This design comes from an exercise in tuning for small area on the open sky130 flow, not from production work.
Only simulation tests tie the RTL to the original design; equivalence was not proved.
No activity file was given, so power comes from the tool's default toggle rates.

==> flow/run.sh <==
#!/bin/bash
# synth_recipe.tcl (not shown) runs the flow's synth.tcl, then flattens the netlist and writes it again
# the make line also repeats each setting of config.mk as NAME=value (left out here)
make -C /OpenROAD-flow-scripts/flow DESIGN_CONFIG=/design/flow/config.mk WORK_HOME=/design/flow/orfs CLKGATE_MAP_FILE= SYNTH_SCRIPT=/design/flow/synth_recipe.tcl finish
==> flow/design.v <==
module ssc_digit_glyph (
    input  wire [7:0] n,
    output reg  [7:0] glyph
);
    always @(*) begin
        case (n)
            8'd0:    glyph = 8'h3F;
            8'd1:    glyph = 8'h06;
            8'd2:    glyph = 8'h5B;
            8'd3:    glyph = 8'h4F;
            8'd4:    glyph = 8'h66;
            8'd5:    glyph = 8'h6D;
            8'd6:    glyph = 8'h7D;
            8'd7:    glyph = 8'h07;
            8'd8:    glyph = 8'h7F;
            8'd9:    glyph = 8'h6F;
            default: glyph = 8'h00;
        endcase
    end
endmodule
module ssc_char_glyph (
    input  wire [7:0] c,
    input  wire [7:0] unk,
    output reg  [7:0] glyph
);
    wire [7:0] dglyph;
    ssc_digit_glyph u_dig (.n(c - 8'h30), .glyph(dglyph));
    wire [7:0] letter = (c >= 8'h61 && c <= 8'h7A) ? (c - 8'h20) : c;
    always @(*) begin
        if (c >= 8'h30 && c <= 8'h39) begin
            glyph = dglyph;
        end else begin
            case (letter)
                "A": glyph = 8'h77;
                "B": glyph = 8'h7C;
                "C": glyph = 8'h39;
                "D": glyph = 8'h5E;
                "E": glyph = 8'h79;
                "F": glyph = 8'h71;
                "G": glyph = 8'h3D;
                "H": glyph = 8'h76;
                "I": glyph = 8'h30;
                "J": glyph = 8'h1E;
                "K": glyph = 8'h75;
                "L": glyph = 8'h38;
                "M": glyph = 8'h37;
                "N": glyph = 8'h54;
                "O": glyph = 8'h3F;
                "P": glyph = 8'h73;
                "Q": glyph = 8'h67;
                "R": glyph = 8'h50;
                "S": glyph = 8'h6D;
                "T": glyph = 8'h78;
                "U": glyph = 8'h3E;
                "V": glyph = 8'h3E;
                "W": glyph = 8'h2A;
                "X": glyph = 8'h76;
                "Y": glyph = 8'h6E;
                "Z": glyph = 8'h5B;
                ".":   glyph = 8'h80;
                "-":   glyph = 8'h40;
                "!":   glyph = 8'h82;
                "?":   glyph = 8'h53;
                "(":   glyph = 8'h39;
                ")":   glyph = 8'h0F;
                "[":   glyph = 8'h39;
                "]":   glyph = 8'h0F;
                "/":   glyph = 8'h52;
                8'h5C: glyph = 8'h64;    
                "*":   glyph = 8'h63;
                8'hB0: glyph = 8'h63;    
                8'h22: glyph = 8'h22;    
                8'h27: glyph = 8'h02;    
                "+":   glyph = 8'h46;
                "_":   glyph = 8'h08;
                ":":   glyph = 8'h09;
                ";":   glyph = 8'h0D;
                "=":   glyph = 8'h48;
                ">":   glyph = 8'h0C;
                "<":   glyph = 8'h18;
                "^":   glyph = 8'h23;
                ",":   glyph = 8'h04;
                " ":   glyph = 8'h00;
                default: glyph = unk;
            endcase
        end
    end
endmodule
module ssc_int_enc (
    input  wire [31:0] v,        
    input  wire [3:0]  dlen,     
    input  wire        lz,       
    output reg         in_range,
    output reg  [63:0] digits
);
    localparam [7:0] MINUS = 8'h40;
    wire        neg = v[31];
    wire [31:0] mag = neg ? (~v + 32'd1) : v;
    reg [31:0] hi_lim;    
    reg [31:0] lo_mag;    
    always @(*) begin
        case (dlen)
            4'd1:    begin hi_lim = 32'd9;        lo_mag = 32'd0;       end
            4'd2:    begin hi_lim = 32'd99;       lo_mag = 32'd9;       end
            4'd3:    begin hi_lim = 32'd999;      lo_mag = 32'd99;      end
            4'd4:    begin hi_lim = 32'd9999;     lo_mag = 32'd999;     end
            4'd5:    begin hi_lim = 32'd99999;    lo_mag = 32'd9999;    end
            4'd6:    begin hi_lim = 32'd999999;   lo_mag = 32'd99999;   end
            4'd7:    begin hi_lim = 32'd9999999;  lo_mag = 32'd999999;  end
            default: begin hi_lim = 32'd99999999; lo_mag = 32'd9999999; end
        endcase
        in_range = neg ? (mag <= lo_mag) : (v <= hi_lim);
    end
    reg [26:0] rest;
    reg [3:0]  dec [0:7];
    integer i;
    always @(*) begin
        rest = mag[26:0];
        for (i = 0; i < 8; i = i + 1) begin
            dec[i] = 4'(rest % 10);
            rest   = rest / 10;
        end
    end
    wire [7:0] dglyph [0:7];
    genvar g;
    generate
        for (g = 0; g < 8; g = g + 1) begin : g_glyph
            ssc_digit_glyph u_glyph (.n({4'd0, dec[g]}), .glyph(dglyph[g]));
        end
    endgenerate
    reg [3:0] msd;
    reg [3:0] minus_pos;
    always @(*) begin
        msd = 4'd0;
        for (i = 0; i < 8; i = i + 1)
            if (i < dlen && dec[i] != 4'd0)
                msd = i[3:0];
        if (lz)
            minus_pos = dlen - 4'd1;
        else if (msd + 4'd1 < dlen)
            minus_pos = msd + 4'd1;
        else
            minus_pos = dlen - 4'd1;
        for (i = 0; i < 8; i = i + 1) begin
            if (lz || i <= msd)
                digits[i*8 +: 8] = dglyph[i];
            else
                digits[i*8 +: 8] = 8'h00;
            if (neg && i[3:0] == minus_pos)
                digits[i*8 +: 8] = MINUS;
        end
    end
endmodule
module ssc_mux #(
    parameter integer CLK_PER_MS = 16
) (
    input  wire        clk,
    input  wire        rst,          
    input  wire        bus_rd,
    input  wire        bus_wr,
    input  wire [3:0]  bus_addr,
    input  wire [31:0] bus_wdata,
    output reg  [31:0] rdata,
    output wire [7:0]  seg_out,
    output wire [7:0]  dig_act,
    output wire [63:0] dig_duty,     
    output wire        out_en
);
    localparam integer MAXDIGITS = 8;
    localparam [3:0] A_CMD = 4'h0, A_ARG = 4'h1, A_RESULT = 4'h2, A_STATUS = 4'h3,
                     A_CONFIG = 4'h4, A_BLINK_IV = 4'h5, A_UNK_GLYPH = 4'h6,
                     A_CTRL = 4'h7, A_NOW_MS = 4'h8, A_EN_MASK = 4'h9,
                     A_BL_MASK = 4'hA, A_SEQ = 4'hB;
    localparam [7:0] OP_NOP = 8'h00, OP_INIT = 8'h01, OP_CLEAR = 8'h02, OP_REFRESH = 8'h03,
                     OP_SET_BYTE = 8'h10, OP_SET_DIGIT = 8'h11, OP_SET_CHAR = 8'h12,
                     OP_SET_SEG = 8'h13, OP_SET_INT = 8'h14, OP_SHIFT = 8'h15,
                     OP_EN_DIGIT = 8'h20, OP_BLINK_DIGIT = 8'h21, OP_EN_ALL = 8'h22,
                     OP_BLINK_ALL = 8'h23,
                     OP_GET_BYTE = 8'h30, OP_GET_SEG = 8'h31, OP_GLYPH_DIGIT = 8'h32,
                     OP_GLYPH_CHAR = 8'h33, OP_GLYPH_MINUS = 8'h34, OP_GLYPH_DOT = 8'h35,
                     OP_SEG_SET = 8'h36, OP_SEG_TEST = 8'h37, OP_INVERT = 8'h38,
                     OP_IN_RANGE = 8'h39;
    localparam [1:0] S_IDLE = 2'd0, S_SLOT = 2'd1, S_GAP = 2'd2;
    localparam integer PW = (CLK_PER_MS > 1) ? $clog2(CLK_PER_MS) : 1;
    reg [7:0]  fb [0:MAXDIGITS-1];
    reg [MAXDIGITS-1:0] en;
    reg [MAXDIGITS-1:0] bl;
    reg [31:0] arg;
    reg [31:0] result;
    reg        init, rej, pend;
    reg        pol, has_dp;
    reg [3:0]  dlen;
    reg [7:0]  dwell, bright;
    reg [15:0] iv;
    reg [7:0]  unk;
    reg        cont;
    reg [31:0] now_ms;
    reg [PW-1:0] presc;
    reg [1:0]  seq_state;
    reg [3:0]  seq_idx;
    reg [7:0]  seq_cnt;
    reg        seq_lit;
    reg [7:0]  seq_latch;
    wire [7:0] op  = bus_wdata[31:24];
    wire [7:0] f_d = bus_wdata[23:16];
    wire [7:0] f_s = bus_wdata[15:8];
    wire [7:0] f_b = bus_wdata[7:0];
    wire d_ok   = (f_d < {4'd0, dlen});
    wire seg_ok = (f_s < 8'd7) || (f_s == 8'd7 && has_dp);
    wire [7:0] digit_glyph_b;
    wire [7:0] char_glyph_b;
    ssc_digit_glyph u_dglyph (.n(f_b), .glyph(digit_glyph_b));
    ssc_char_glyph  u_cglyph (.c(f_b), .unk(unk), .glyph(char_glyph_b));
    wire        int_ok;
    wire [63:0] int_bytes;
    ssc_int_enc u_int (.v(arg), .dlen(dlen), .lz(f_b[0]),
                       .in_range(int_ok), .digits(int_bytes));
    wire [7:0] fb_d = fb[f_d[2:0]];
    wire [7:0] seg_mask = 8'd1 << f_s[2:0];
    wire        tick  = (presc == PW'(CLK_PER_MS - 1));
    wire [31:0] now_n = now_ms + {31'd0, tick};
    wire [16:0] iv2      = {iv, 1'b0};
    wire [31:0] phase    = now_n % {15'd0, iv2};
    wire        blink_on = (phase < {16'd0, iv});
    reg       first_found, next_found;
    reg [3:0] first_j, next_j;
    integer   k;
    always @(*) begin
        first_found = 1'b0;
        first_j     = 4'd0;
        next_found  = 1'b0;
        next_j      = 4'd0;
        for (k = MAXDIGITS - 1; k >= 0; k = k - 1) begin
            if (k < dlen && en[k]) begin
                first_found = 1'b1;
                first_j     = k[3:0];
                if (k > seq_idx) begin
                    next_found = 1'b1;
                    next_j     = k[3:0];
                end
            end
        end
    end
    wire busy = (seq_state != S_IDLE);
    always @(*) begin
        rdata = 32'd0;
        if (!rst && bus_rd) begin
            case (bus_addr)
                A_ARG:       rdata = arg;
                A_RESULT:    rdata = result;
                A_STATUS:    rdata = {28'd0, pend, rej, busy, init};
                A_CONFIG:    rdata = {8'd0, bright, dwell, dlen, 2'b00, has_dp, pol};
                A_BLINK_IV:  rdata = {16'd0, iv};
                A_UNK_GLYPH: rdata = {24'd0, unk};
                A_CTRL:      rdata = {31'd0, cont};
                A_NOW_MS:    rdata = now_ms;
                A_EN_MASK:   rdata = {24'd0, en};
                A_BL_MASK:   rdata = {24'd0, bl};
                A_SEQ:       rdata = {8'd0, seq_latch, seq_cnt, seq_idx, 1'b0, seq_lit, seq_state};
                default:     rdata = 32'd0;
            endcase
        end
    end
    integer i;
    wire pend_set   = bus_wr && bus_addr == A_CMD && init && op == OP_REFRESH;
    wire start_pass = (seq_state == S_IDLE && init && (cont || pend)) ||
                      (seq_state == S_GAP && tick && seq_cnt == 8'd1 && (cont || pend));
    reg [7:0]        shift_fb [0:MAXDIGITS-1];
    reg signed [9:0] src;
    always @(*) begin
        for (i = 0; i < MAXDIGITS; i = i + 1) begin
            src = i[9:0] - {{2{f_b[7]}}, f_b};
            if (src >= 0 && src < $signed({6'd0, dlen}))
                shift_fb[i] = fb[src[2:0]];
            else
                shift_fb[i] = 8'h00;
        end
    end
    always @(posedge clk) begin
        if (rst) begin
            for (i = 0; i < MAXDIGITS; i = i + 1)
                fb[i] <= 8'h00;
            en        <= {MAXDIGITS{1'b1}};
            bl        <= {MAXDIGITS{1'b0}};
            arg       <= 32'd0;
            result    <= 32'd0;
            init      <= 1'b0;
            rej       <= 1'b0;
            pend      <= 1'b0;
            pol       <= 1'b0;
            has_dp    <= 1'b1;
            dlen      <= 4'(MAXDIGITS);
            dwell     <= 8'd2;
            bright    <= 8'd200;
            iv        <= 16'd250;
            unk       <= 8'h49;
            cont      <= 1'b1;
            now_ms    <= 32'd0;
            presc     <= {PW{1'b0}};
            seq_state <= S_IDLE;
            seq_idx   <= 4'd0;
            seq_cnt   <= 8'd0;
            seq_lit   <= 1'b0;
            seq_latch <= 8'h00;
        end else begin
            presc  <= tick ? {PW{1'b0}} : presc + 1'b1;
            now_ms <= now_n;
            if (bus_wr) begin
                case (bus_addr)
                    A_CMD: begin
                        if (!init) begin
                            if (op == OP_INIT)
                                init <= 1'b1;
                            else if (op != OP_NOP)
                                rej <= 1'b1;
                        end else begin
                            case (op)
                                OP_NOP: ;
                                OP_CLEAR:
                                    for (i = 0; i < MAXDIGITS; i = i + 1)
                                        if (i < dlen) fb[i] <= 8'h00;
                                OP_REFRESH: ;    
                                OP_SET_BYTE:
                                    if (d_ok) fb[f_d[2:0]] <= f_b;
                                    else rej <= 1'b1;
                                OP_SET_DIGIT:
                                    if (d_ok) fb[f_d[2:0]] <= digit_glyph_b;
                                    else rej <= 1'b1;
                                OP_SET_CHAR:
                                    if (d_ok) fb[f_d[2:0]] <= char_glyph_b;
                                    else rej <= 1'b1;
                                OP_SET_SEG:
                                    if (d_ok && seg_ok)
                                        fb[f_d[2:0]] <= f_b[0] ? (fb_d | seg_mask) : (fb_d & ~seg_mask);
                                    else rej <= 1'b1;
                                OP_SET_INT:
                                    if (int_ok) begin
                                        for (i = 0; i < MAXDIGITS; i = i + 1)
                                            if (i < dlen) fb[i] <= int_bytes[i*8 +: 8];
                                    end else rej <= 1'b1;
                                OP_SHIFT:
                                    for (i = 0; i < MAXDIGITS; i = i + 1)
                                        if (i < dlen) fb[i] <= shift_fb[i];
                                OP_EN_DIGIT:
                                    if (d_ok) en[f_d[2:0]] <= f_b[0];
                                    else rej <= 1'b1;
                                OP_BLINK_DIGIT:
                                    if (d_ok) bl[f_d[2:0]] <= f_b[0];
                                    else rej <= 1'b1;
                                OP_EN_ALL:
                                    for (i = 0; i < MAXDIGITS; i = i + 1)
                                        if (i < dlen) en[i] <= f_b[0];
                                OP_BLINK_ALL:
                                    for (i = 0; i < MAXDIGITS; i = i + 1)
                                        if (i < dlen) bl[i] <= f_b[0];
                                OP_GET_BYTE:
                                    if (d_ok) result <= {24'd0, fb_d};
                                    else begin
                                        result <= 32'd0;
                                        rej    <= 1'b1;
                                    end
                                OP_GET_SEG:
                                    if (d_ok && seg_ok) result <= {31'd0, fb_d[f_s[2:0]]};
                                    else begin
                                        result <= 32'd0;
                                        rej    <= 1'b1;
                                    end
                                OP_GLYPH_DIGIT:
                                    result <= {24'd0, digit_glyph_b};
                                OP_GLYPH_CHAR:
                                    result <= {24'd0, char_glyph_b};
                                OP_GLYPH_MINUS:
                                    result <= 32'h40;
                                OP_GLYPH_DOT:
                                    result <= 32'h80;
                                OP_SEG_SET:
                                    if (seg_ok)
                                        result <= {24'd0, f_d[0] ? (f_b | seg_mask) : (f_b & ~seg_mask)};
                                    else begin
                                        result <= {24'd0, f_b};
                                        rej    <= 1'b1;
                                    end
                                OP_SEG_TEST:
                                    if (seg_ok) result <= {31'd0, f_b[f_s[2:0]]};
                                    else begin
                                        result <= 32'd0;
                                        rej    <= 1'b1;
                                    end
                                OP_INVERT:
                                    result <= {24'd0, ~f_b};
                                OP_IN_RANGE:
                                    result <= {31'd0, int_ok};
                                default:         
                                    rej <= 1'b1;
                            endcase
                        end
                    end
                    A_ARG:
                        arg <= bus_wdata;
                    A_STATUS:
                        if (bus_wdata[2]) rej <= 1'b0;
                    A_CONFIG:
                        if (init) rej <= 1'b1;
                        else begin
                            pol    <= bus_wdata[0];
                            has_dp <= bus_wdata[1];
                            if (bus_wdata[7:4] >= 4'd1 && bus_wdata[7:4] <= 4'(MAXDIGITS))
                                dlen <= bus_wdata[7:4];
                            else
                                rej <= 1'b1;
                            if (bus_wdata[15:8] != 8'd0)
                                dwell <= bus_wdata[15:8];
                            else
                                rej <= 1'b1;
                            bright <= bus_wdata[23:16];
                        end
                    A_BLINK_IV:
                        if (bus_wdata[15:0] != 16'd0) iv <= bus_wdata[15:0];
                        else rej <= 1'b1;
                    A_UNK_GLYPH:
                        if (init) rej <= 1'b1;
                        else unk <= bus_wdata[7:0];
                    A_CTRL:
                        cont <= bus_wdata[0];
                    default:         
                        rej <= 1'b1;
                endcase
            end
            case (seq_state)
                S_SLOT:
                    if (tick) begin
                        if (seq_cnt == 8'd1) begin
                            if (next_found) begin
                                seq_state <= S_SLOT;
                                seq_idx   <= next_j;
                                seq_cnt   <= dwell;
                                seq_lit   <= !(bl[next_j[2:0]] && !blink_on);
                                seq_latch <= fb[next_j[2:0]];
                            end else begin
                                seq_state <= S_GAP;
                                seq_idx   <= dlen;
                                seq_cnt   <= dwell;
                                seq_lit   <= 1'b0;
                            end
                        end else
                            seq_cnt <= seq_cnt - 8'd1;
                    end
                S_GAP:
                    if (tick) begin
                        if (seq_cnt == 8'd1) begin
                            if (!(cont || pend)) begin
                                seq_state <= S_IDLE;
                                seq_idx   <= 4'd0;
                                seq_cnt   <= 8'd0;
                                seq_lit   <= 1'b0;
                            end
                        end else
                            seq_cnt <= seq_cnt - 8'd1;
                    end
                default: ;
            endcase
            if (start_pass) begin
                if (first_found) begin
                    seq_state <= S_SLOT;
                    seq_idx   <= first_j;
                    seq_cnt   <= dwell;
                    seq_lit   <= !(bl[first_j[2:0]] && !blink_on);
                    seq_latch <= fb[first_j[2:0]];
                end else begin
                    seq_state <= S_GAP;
                    seq_idx   <= dlen;
                    seq_cnt   <= dwell;
                    seq_lit   <= 1'b0;
                end
            end
            if (pend_set)
                pend <= 1'b1;
            else if (start_pass)
                pend <= 1'b0;
        end
    end
    wire lit_now = (seq_state == S_SLOT) && seq_lit;
    wire [7:0] duty_on  = pol ? ~bright : bright;
    wire [7:0] duty_off = pol ? 8'hFF : 8'h00;
    genvar g;
    generate
        for (g = 0; g < MAXDIGITS; g = g + 1) begin : g_digit
            assign dig_act[g] = lit_now && (seq_idx == g);
            assign dig_duty[g*8 +: 8] = dig_act[g] ? duty_on : duty_off;
        end
        for (g = 0; g < 8; g = g + 1) begin : g_seg
            assign seg_out[g] = (lit_now && seq_latch[g] && (g < 7 || has_dp)) ^ pol;
        end
    endgenerate
    assign out_en = init;
endmodule
==> flow/config.mk <==
export PLATFORM = sky130hd
export DESIGN_NAME = ssc_mux
export DESIGN_NICKNAME = ssc_mux
export VERILOG_FILES = /design/flow/design.v
export SDC_FILE = /design/flow/constraint.sdc
export NUM_CORES = 4
export LEC_CHECK = 0
export CAP_MARGIN = 20
export CORE_MARGIN = 2
export CORE_UTILIZATION = 40
export PLACE_DENSITY = 0.6
export SLEW_MARGIN = 20
==> flow/constraint.sdc <==
create_clock -name core_clock -period 140.0 [get_ports {clk}]
set_input_delay 28.0000 -clock core_clock [delete_from_list [all_inputs] [get_ports {clk}]]
set_output_delay 28.0000 -clock core_clock [all_outputs]
set_load 0.01 [all_outputs]
==> impl_metrics.yaml <==
die:
  placement_rows: 143
  die_height_um: 395
  core-area_sq_mm: 0.152
  dieWidth_um: 395
  initial_utilization: 0.402
  pin_count: 153
  die_area_sq_mm: 0.156
worst_setup_path:
  cp_num_cells: 509
  r2r_cells: 509
  critical_path_buf_inv_count: 14
  path_common_cell: "sky130_fd_sc_hd__o21a_1"
  crit_path_max_incr_delay_ns: 0.76
  crit_start: "presc[0]"
  timing.critical_path.fanout_max: 34
  crit_path_end_kind: "flop"
  worst_r2r_startpoint: "presc[0]"
  setup.worst_path.start_class: "flop"
  cp_top_family: "compound AO/OA/AOI/OAI gates"
  timing.critical_path.slowest_stage_cell: "sky130_fd_sc_hd__a211oi_1"
  timing.setup.critical_path_class: "reg -> reg"
  rrSetupSlack_ns: 27.83
  required_time_reported_for_the_critical_path_endpoint_ns: 140.55
  critPathCapture: "seq_lit"
  crit_arrival_ns: 112.72
  rr_endpoint: "seq_lit"
clock_tree:
  number_of_buffers_inserted_during_clock_tree_synthesis: 28
  cts_tree: "done"
  cts.path.max_buffers: 3
  cts.hold.buffers_added: 0
  clk_root_buffer_cell: "sky130_fd_sc_hd__clkbuf_16"
  worst_skew_pair.late_latency_ns: 0.61
  numClockSinks: 229
  h-tree-depth: 1
  worst_setup_hold_path_clk_slew_ns: 0.06
  postCtsSetupBuffers: 0
  cts-resized-gates: 0
cells_and_area:
  layout.cell_area.non_filler_sq_mm: 0.0653
  final_layout_size_suffix_gt1_frac: 0.0790
  stdcell_count: 10700
  final_net_count: 9212
  synth_to_layout_area_growth_pct: 7.00
  layout.filler_cells: 15900
  final_util: 0.430
power:
  power_report.internal_total_mw: 89.3
  leakagePower_nw: 25.9
  clock_net_power_mw: 0.0812
  netSwitchingPower_mw: 124
  seq_power_share: 0
  pwr-share-clk: 0
  cellPowerDensity_mw_per_mm2: 3260
  finalPower_mw: 213
  combinationalPowerShare: 0.999
  power.largest_group: "combinational cells"
  vdd_drop_max_mv: 5.53
  power.share.switching: 0.581
  combinationalPower_mw: 213
  pg_seq_mw: 0.0728
yosys:
  synth_async_sr_flop_share: 0
  synth_cells: 8764
  synth.distinct_cells: 139
  syn_avg_cell_area_sq_um: 6.96
  syn_area_sq_mm: 0.0610
  syn-num-nets: 9375
  synth_sequential_area_ratio: 0.0856
  number_of_enable_flip_flop_cells_after_synthesis: 64
  synth_top_cells_by_area: "sky130_fd_sc_hd__ha_1 12%, sky130_fd_sc_hd__nand2_1 6.8%, sky130_fd_sc_hd__dfxtp_1 5.4%, sky130_fd_sc_hd__a21oi_1 4.9%, sky130_fd_sc_hd__nor2_1 4.7%"
  synth-seq-cells: 229
  synthDominantCellAreaShare: 0.117
  synthesis.yosys.warnings: 7
  synth_top_flop_cell: "sky130_fd_sc_hd__dfxtp_1"
  synth_largest_area_cell: "sky130_fd_sc_hd__ha_1"
sta:
  max_slew.worst_pin.slew_ns: 1.19
  timing.final.crit_share: 0.801
  grt_setup_unrepaired: "false"
  fin_worst_hold_slack_ns: 0.480
  final-max-slew-violation-count: 0
  hold_viol: 0
  shortest_period_the_worst_path_allows_ns: 112.17
  setup_total_negative_slack_ns: 0
  finalSetupViolCount: 0
  clock_skews_ns: 0.0516
  worst_slack_ns: 27.83
  timing.max_slew.rel_slack: 0.202
  highest_attainable_clock_frequency_mhz: 8.91
grt:
  globalRouteOverflowTotal: 0
  first_pass_grt_wire_length_um: 377000
  grtUsageTotal: 0.297
  grt_max_degree: 93
  vias_in_the_first_global_route: 64700
  number_of_antenna_violations_at_the_first_check_in_global_routing: 12
worst_hold_path:
  whs_endpoint: "dwell[3]"
  worstHoldStart: "dwell[3]"
  hold_class: "reg -> reg"
  min_delay_path_depth: 2
detailed_routing:
  remaining_drc_errors: 0
  drt-vias-per-instance: 6.63
  drt_first_iter_violations: 8182
  post_drt_wl_per_cell_um: 23.0
  number_of_routed_nets_with_antenna_violations: 0
  via_count: 70600
  detailedRoute.firstPassIterationCount: 8
  postRouteWirelength_um: 246000
placement:
  gp_congestion: 1.03
  place.detailed.instances: 10600
  portBuffers: 152
  dpl_worst_slack_ns: 29.53
  dpl-instance-area_sq_mm: 0.0643
  place.detailed.hpwl_um: 188000
flow_run:
  drv.max_cap_violation_count: 0
status:
  status: "no timing/DRC/antenna violations"
## final cells by class
class | count | area [sq um] | share of cell area
Timing Repair Buffer | 303 | 2640 | 0.0404
Antenna cell | 3 | 7.51 | 0.000115
Tap cell | 2030 | 2540 | 0.0389
Sequential cell | 229 | 5230 | 0.0801
Clock buffer | 35 | 758 | 0.0116
Multi-Input combinational cell | 7771 | 52900 | 0.810
Inverter | 268 | 1010 | 0.0154
Clock inverter | 16 | 219 | 0.00335
## cell usage after synthesis, types with 92 or more instances
library cell	number
sky130_fd_sc_hd__mux2_2	151
sky130_fd_sc_hd__o21ai_0	437
sky130_fd_sc_hd__a21o_1	125
sky130_fd_sc_hd__mux2i_1	184
sky130_fd_sc_hd__dfxtp_1	165
sky130_fd_sc_hd__nand2_1	1101
sky130_fd_sc_hd__a21oi_1	600
sky130_fd_sc_hd__a31oi_1	138
sky130_fd_sc_hd__o31ai_1	204
sky130_fd_sc_hd__nor3_1	453
sky130_fd_sc_hd__nand4_1	134
sky130_fd_sc_hd__nand2b_1	92
sky130_fd_sc_hd__a211oi_1	120
sky130_fd_sc_hd__clkbuf_1	372
sky130_fd_sc_hd__nand3_1	278
sky130_fd_sc_hd__o211ai_1	95
sky130_fd_sc_hd__nor2_1	769
sky130_fd_sc_hd__inv_1	249
sky130_fd_sc_hd__nor4_1	94
sky130_fd_sc_hd__ha_1	571
sky130_fd_sc_hd__o21a_1	348
sky130_fd_sc_hd__xnor2_1	236
## sequential cells by signal, summed over array words and instances (netlist names), 2 cells and up
register   flops
dwell          8
seq_cnt        8
unk            8
en             8
presc          4
result         8
dlen           4
bl             8
iv            16
bright         8
fb            64
seq_state      2
arg           32
seq_latch      8
seq_idx        4
now_ms        32
## worst max-delay path by stage
stage               startpoint       to  slack, ns
global placement      presc[0]  seq_lit      32.36
detailed placement    presc[0]  seq_lit      29.53
floorplan             presc[0]  seq_lit      34.12
## per-layer routing
| layer | GRT usage | part of all wire |
|---|---|---|
| met1 | 0.403 | 0.43 |
| met2 | 0.465 | 0.43 |
| met3 | 0.0503 | 0.091 |
| met4 | 0.120 | 0.045 |
| met5 | 0 | 0.00036 |
## placed cells by master (no fill, tap or decap), drive strengths merged, types with 98 or more instances in the layout
| cell | Yosys | routed |
|---|---|---|
| nand2 | 1106 | 1106 |
| mux2i | 188 | 188 |
| nand3 | 279 | 279 |
| buf | 124 | 154 |
| nor4 | 99 | 99 |
| dfxtp | 165 | 165 |
| o21a | 348 | 348 |
| xnor2 | 238 | 238 |
| o21ai | 500 | 500 |
| mux2 | 153 | 153 |
| a31oi | 140 | 140 |
| a21oi | 607 | 607 |
| a21o | 125 | 125 |
| inv | 257 | 256 |
| nor2 | 772 | 772 |
| nor3 | 462 | 462 |
| o211ai | 98 | 98 |
| nand4 | 134 | 134 |
| ha | 571 | 571 |
| o31ai | 206 | 206 |
| clkdlybuf4s50 | 0 | 148 |
| a211oi | 127 | 127 |
## power by group through the flow
stage,combinational (mW),clock [mW],sequential (mW)
2_1_floorplan,209,0,0.0718
3_5_place_dp,215,0,0.0740
3_3_place_gp,214,0,0.0740
## logic make-up after synthesis
kind of cell	Yosys count	synth area share
buf+inv	764	0.0495
xor+xnor	306	0.0445
mux	411	0.0853
simple gates	3459	0.269
compound gates	3013	0.347
fa+ha+maj	582	0.119
flops	229	0.0856

afterwards: timing with drivers on the ports:
The flow's constraints put no driver on any port. The routed layout listed below was extracted and timed again, unchanged, in two steps. Step 1 sets driving cells, clkbuf_16 on the clock port and buf_2 on the other inputs (assumed; they add their load-dependent delay and slew). Step 2 adds t to the input delays and takes it off the output delays; t is the mean of the earliest and latest rising clock arrival at the registers after step 1. Input paths then give back, and output paths get back, about the clock's delay inside the block. Three values: ideal, step 1, step 2; two values: the first two.
t (ns): 0.661
setup slack, ns: 27.828 / 27.828 / 27.828
hold WS [ns]: 0.480 / 0.480 / 0.480
worst slew at a driven data input, ns: 0.19
pins driven straight from the clock port: 1
After both steps this run still meets setup and hold. The setup slack of this run moves by 0.000 ns with the drivers and by 0.000 ns with both steps.
